This design comes from an exercise in tuning for small area, a short achievable clock period and few clock cycles on the open sky130 flow, not from production work.
Where RTL was checked, it was by simulation tests only, not by an equivalence proof against the original.
Power and IR drop assume default switching activity.

north:
==> flow/design.v <==
module gf_decomp_mul (
    input  wire        clk,
    input  wire        rst,
    input  wire        cmd_valid,
    output wire        cmd_ready,
    input  wire [7:0]  cmd_op,
    input  wire [1:0]  cmd_ksel,
    input  wire [63:0] cmd_a,
    input  wire [63:0] cmd_b,
    output wire        rsp_valid,
    input  wire        rsp_ready,
    output wire [3:0]  rsp_cc,
    output wire [63:0] rsp_result
);
    localparam OP_CFG   = 8'h04;
    localparam OP_NBM   = 8'h30;
    localparam OP_BLDRT = 8'h31;
    localparam OP_RTRD  = 8'h32;
    localparam OP_MSL8  = 8'h33;
    localparam OP_MODRB = 8'h34;
    localparam OP_MULD  = 8'h35;
    localparam CC_OK      = 3'd0;
    localparam CC_ILLEGAL = 3'd1;
    localparam CC_NOCFG   = 3'd2;
    localparam CC_WIDTH   = 3'd3;
    localparam CC_OPERAND = 3'd4;
    localparam CC_TABLE   = 3'd5;
    reg        cfg_valid;
    reg        k16;           
    reg [15:0] poly;
    reg        rt_valid;
    localparam MK = 4;                  
    localparam [2:0] MSTEPS = 16 / MK;
    reg [15:0] mu;                      
    reg [2:0]  mcnt;                    
    reg        pend;                    
    reg        pend_bldrt;              
    reg [2:0]  cc_q;
    reg [31:0] x_q;
    reg [7:0]  p_q;
    wire rsp_v = pend && !(pend_bldrt && mcnt != 3'd0);
    assign rsp_valid = rsp_v;
    assign rsp_cc    = {1'b0, cc_q};
    assign cmd_ready = !pend || (rsp_v && rsp_ready);
    wire fire = cmd_valid && cmd_ready;
    wire is_cfg   = (cmd_op == OP_CFG);
    wire is_nbm   = (cmd_op == OP_NBM);
    wire is_bldrt = (cmd_op == OP_BLDRT);
    wire is_rtrd  = (cmd_op == OP_RTRD);
    wire is_msl8  = (cmd_op == OP_MSL8);
    wire is_modrb = (cmd_op == OP_MODRB);
    wire is_muld  = (cmd_op == OP_MULD);
    wire is_field = is_bldrt | is_rtrd | is_msl8 | is_modrb | is_muld;
    wire a_hi32 = |cmd_a[63:32];
    wire a_hi16 = a_hi32 | (|cmd_a[31:16]);
    wire a_hi8  = a_hi16 | (|cmd_a[15:8]);
    wire a_hi4  = a_hi8  | (|cmd_a[7:4]);
    wire b_hi16 = |cmd_b[63:16];
    wire b_hi4  = b_hi16 | (|cmd_b[15:4]);
    reg cfg_bad;
    always @(*) begin
        case (cmd_ksel)
            2'd0: cfg_bad = a_hi4;
            2'd1: cfg_bad = a_hi8;
            2'd2: cfg_bad = a_hi16;
            default: cfg_bad = a_hi32;
        endcase
    end
    wire field_bad = (is_rtrd & a_hi8) | (is_msl8 & a_hi16) |
                     (is_modrb & a_hi32) | (is_muld & (a_hi16 | b_hi16));
    reg [2:0] cc;
    always @(*) begin
        if (is_cfg)
            cc = cfg_bad ? CC_OPERAND : CC_OK;
        else if (is_nbm)
            cc = (a_hi8 | b_hi4) ? CC_OPERAND : CC_OK;
        else if (is_field) begin
            if (!cfg_valid)
                cc = CC_NOCFG;
            else if (!k16)
                cc = CC_WIDTH;
            else if (field_bad)
                cc = CC_OPERAND;
            else if (!is_bldrt && !rt_valid)
                cc = CC_TABLE;
            else
                cc = CC_OK;
        end else
            cc = CC_ILLEGAL;
    end
    wire ok = (cc == CC_OK);
    wire [15:0] A = cmd_a[15:0];
    wire [15:0] B = cmd_b[15:0];
    reg [30:0] prod;
    integer i;
    always @(*) begin
        prod = 31'd0;
        for (i = 0; i < 16; i = i + 1)
            if (B[i]) prod = prod ^ ({15'd0, A} << i);
    end
    wire sel_mul   = !cmd_op[1] && (!cmd_op[2] || cmd_op[0]);
    wire sel_modrb = cmd_op[2] && !cmd_op[0];
    wire sel_msl8  = cmd_op[1] && cmd_op[0];
    wire sel_rtrd  = cmd_op[1] && !cmd_op[0];
    wire ok_res    = ok && (is_nbm | is_rtrd | is_msl8 | is_modrb | is_muld);
    wire [31:0] X = ({32{sel_mul}}   & {1'b0, prod})
                  | ({32{sel_modrb}} & cmd_a[31:0])
                  | ({32{sel_msl8}}  & {8'd0, cmd_a[15:0], 8'd0})
                  | ({32{sel_rtrd}}  & {cmd_a[15:0], 16'd0});
    function [15:0] mulx;
        input [15:0] v;
        input [15:0] p;
        begin
            mulx = {v[14:0], 1'b0} ^ (p & {16{v[15]}});
        end
    endfunction
    function [15:0] mu_step;
        input [15:0] w;
        input [15:0] p;
        integer i;
        reg nb;
        begin
            nb = 1'b0;
            for (i = 0; i < 16; i = i + 1)
                nb = nb ^ (p[i] & w[15-i]);
            mu_step = {w[14:0], nb};
        end
    endfunction
    reg [15:0] mstep [0:MK];
    integer j, m;
    always @(*) begin
        mstep[0] = mu;
        for (j = 0; j < MK; j = j + 1)
            mstep[j+1] = mu_step(mstep[j], poly);
    end
    wire [15:0] Xh = X[31:16];
    reg  [7:0]  q_hi;
    reg  [7:0]  p_lo;
    always @(*) begin
        for (j = 8; j < 16; j = j + 1) begin
            q_hi[j-8] = Xh[j];
            for (m = j + 1; m < 16; m = m + 1)
                q_hi[j-8] = q_hi[j-8] ^ (Xh[m] & mu[j+16-m]);
        end
        for (j = 0; j < 8; j = j + 1) begin
            p_lo[j] = 1'b0;
            for (m = 8; m < 16; m = m + 1)
                p_lo[j] = p_lo[j] ^ (Xh[m] & mu[j+16-m]);
        end
    end
    wire [31:0] x_d = {q_hi, X[23:0]};
    wire [15:0] xl = x_q[15:0];
    wire [7:0]  hl = x_q[23:16];
    wire [7:0]  qh = x_q[31:24];
    wire [7:0]  pl = p_q;
    reg  [7:0]  ql;
    always @(*) begin
        for (j = 0; j < 8; j = j + 1) begin
            ql[j] = hl[j] ^ pl[j];
            for (m = j + 1; m < 8; m = m + 1)
                ql[j] = ql[j] ^ (hl[m] & mu[j+16-m]);
        end
    end
    wire [15:0] q = {qh, ql};
    reg  [30:0] qp;
    always @(*) begin
        qp = 31'd0;
        for (j = 0; j < 16; j = j + 1)
            if (poly[j]) qp = qp ^ ({15'd0, q} << j);
    end
    wire [15:0] red = xl ^ qp[15:0];
    assign rsp_result = {48'd0, red};
    always @(posedge clk) begin
        if (fire && ok && is_cfg)
            mu <= 16'h0001;
        else if (mcnt != 3'd0)
            mu <= mstep[MK];
    end
    always @(posedge clk) begin
        if (rst) begin
            pend       <= 1'b0;
            pend_bldrt <= 1'b0;
            mcnt       <= 3'd0;
            cfg_valid  <= 1'b0;
            k16        <= 1'b0;
            poly       <= 16'd0;
            rt_valid   <= 1'b0;
        end else begin
            if (mcnt != 3'd0)
                mcnt <= mcnt - 3'd1;
            if (rsp_v && rsp_ready)
                pend <= 1'b0;
            if (fire) begin
                pend       <= 1'b1;
                pend_bldrt <= is_bldrt;
                if (ok && is_cfg) begin
                    cfg_valid <= 1'b1;
                    k16       <= (cmd_ksel == 2'd2);
                    poly      <= cmd_a[15:0];
                    rt_valid  <= 1'b0;
                    mcnt      <= MSTEPS;
                end
                if (ok && is_bldrt)
                    rt_valid <= 1'b1;
            end
        end
    end
    always @(posedge clk) begin
        if (cmd_ready) begin
            cc_q <= cc;
            x_q  <= x_d & {32{ok_res}};
            p_q  <= p_lo & {8{ok_res}};
        end
    end
endmodule
Settings: LEC_CHECK=0, CAP_MARGIN=20, CORE_MARGIN=2, CORE_UTILIZATION=60, PLACE_DENSITY=0.75, SETUP_SLACK_MARGIN=3.6, SLEW_MARGIN=20, SYNTH_MEMORY_MAX_BITS=65536; clock period 8.0 ns.
standard.sh (not shown) runs the stock make flow with config.mk's settings and CLKGATE_MAP_FILE= SYNTH_SCRIPT=/design/flow/synth_recipe.tcl, a recipe that flattens the netlist after the stock synthesis.
==> flow/flow/run.sh <==
#!/bin/bash
# The standard layout (the standard.sh: ORFS synthesis through finish),
# with one change: the port buffers that global placement inserts on every
# input and output are sky130_fd_sc_hd__buf_1 instead of the cell buffer_ports
# picks by default (clkdlybuf4s50_1, a delay cell); timing repair resizes
# them as needed.
set -euo pipefail
cd "$(dirname "$0")/.."
export BUFFER_PORTS_ARGS="-buffer_cell sky130_fd_sc_hd__buf_1"
bash standard.sh > standard_make.log 2>&1
The following lists how south was set up differently from north:
diff --git a/flow/design.v b/flow/design.v
--- a/flow/design.v
+++ b/flow/design.v
@@ -30,12 +30,13 @@
     reg [15:0] poly;
     reg        rt_valid;
     localparam MK = 4;                  
     localparam [2:0] MSTEPS = 16 / MK;
     reg [15:0] mu;                      
     reg [2:0]  mcnt;                    
+    reg [15:0] mu_o;                    
     reg        pend;                    
     reg        pend_bldrt;              
     reg [2:0]  cc_q;
     reg [31:0] x_q;
     reg [7:0]  p_q;
     wire rsp_v = pend && !(pend_bldrt && mcnt != 3'd0);
@@ -95,17 +96,16 @@
     integer i;
     always @(*) begin
         prod = 31'd0;
         for (i = 0; i < 16; i = i + 1)
             if (B[i]) prod = prod ^ ({15'd0, A} << i);
     end
-    wire sel_mul   = !cmd_op[1] && (!cmd_op[2] || cmd_op[0]);
-    wire sel_modrb = cmd_op[2] && !cmd_op[0];
-    wire sel_msl8  = cmd_op[1] && cmd_op[0];
-    wire sel_rtrd  = cmd_op[1] && !cmd_op[0];
-    wire ok_res    = ok && (is_nbm | is_rtrd | is_msl8 | is_modrb | is_muld);
+    wire sel_mul   = is_muld | is_nbm;
+    wire sel_modrb = is_modrb;
+    wire sel_msl8  = is_msl8;
+    wire sel_rtrd  = is_rtrd;
     wire [31:0] X = ({32{sel_mul}}   & {1'b0, prod})
                   | ({32{sel_modrb}} & cmd_a[31:0])
                   | ({32{sel_msl8}}  & {8'd0, cmd_a[15:0], 8'd0})
                   | ({32{sel_rtrd}}  & {cmd_a[15:0], 16'd0});
     function [15:0] mulx;
         input [15:0] v;
@@ -155,25 +155,26 @@
     wire [7:0]  pl = p_q;
     reg  [7:0]  ql;
     always @(*) begin
         for (j = 0; j < 8; j = j + 1) begin
             ql[j] = hl[j] ^ pl[j];
             for (m = j + 1; m < 8; m = m + 1)
-                ql[j] = ql[j] ^ (hl[m] & mu[j+16-m]);
+                ql[j] = ql[j] ^ (hl[m] & mu_o[j+16-m]);
         end
     end
     wire [15:0] q = {qh, ql};
     reg  [30:0] qp;
     always @(*) begin
         qp = 31'd0;
         for (j = 0; j < 16; j = j + 1)
             if (poly[j]) qp = qp ^ ({15'd0, q} << j);
     end
     wire [15:0] red = xl ^ qp[15:0];
     assign rsp_result = {48'd0, red};
     always @(posedge clk) begin
+        mu_o <= mu;
         if (fire && ok && is_cfg)
             mu <= 16'h0001;
         else if (mcnt != 3'd0)
             mu <= mstep[MK];
     end
     always @(posedge clk) begin
@@ -205,11 +206,11 @@
             end
         end
     end
     always @(posedge clk) begin
         if (cmd_ready) begin
             cc_q <= cc;
-            x_q  <= x_d & {32{ok_res}};
-            p_q  <= p_lo & {8{ok_res}};
+            x_q  <= x_d & {32{ok}};
+            p_q  <= p_lo & {8{ok}};
         end
     end
 endmodule
Results
south completed end to end with timing, DRC and antenna clean. No stage failed in north, and the final checks on the layout all came back clean. Design area: south better than north. Number of gates given a new drive strength after cts ends up lower on south. south vs. north: flip-flop and latch area shows an increase of about 6%, global-route track usage on met2 shows a reduction of 0.33 points, synthesized cell count shows an increase of about 0.35%. Fraction of power consumed by the clock network (higher): south. north → south: count of clock-buffer cells in the layout moved down; multi-input combinational gate total saw an increase; cell count barely changed; net switching power figure down 0.00015 W; basic-gate share of the synthesized area counting and, or, nand and nor cells fell by 0.51 points. Run comparison: north critical path's slowest cell sky130_fd_sc_hd__dfxtp_1; south critical path's slowest cell sky130_fd_sc_hd__edfxtp_1. Core utilization essentially unchanged between south and north. Re largest stage delay on the critical path: north and south aren't equal, and the higher value belongs to north.
Testbench counts of south, summed over its fixed seeds: cycles 2,480.
The RTL of north was laid out without a check of its function.

## port drivers added, routing unchanged
How much do the figures lean on ideal ports? The routed layouts below were timed once more, with nothing changed but the port constraints.
Step 1, drivers: a clkbuf_16 drives clk and a buf_2 each remaining input, both assumed.
Step 2 times the ports against the registers' clock, not the clock port: input delays grow and output delays shrink by t, the midpoint of the rising clock arrivals with the driver on.
Three values: ideal, step 1, step 2; two values: the first two.
run	t (ns)	slack for setup (ns)	worst setup path at the end	latest minus earliest clock arrival (ns)	worst data-port slew with drivers (ns)
north	0.380	3.738 / 3.694 / 3.456	input to register	0.007 / 0.006	0.08
south	0.389	3.813 / 3.770 / 3.470	input to register	0.009 / 0.010	0.10
After both steps every run listed still meets setup and hold. For south, which loses most, drivers alone change the setup slack by -0.043 ns; drivers and shift together by -0.343 ns.
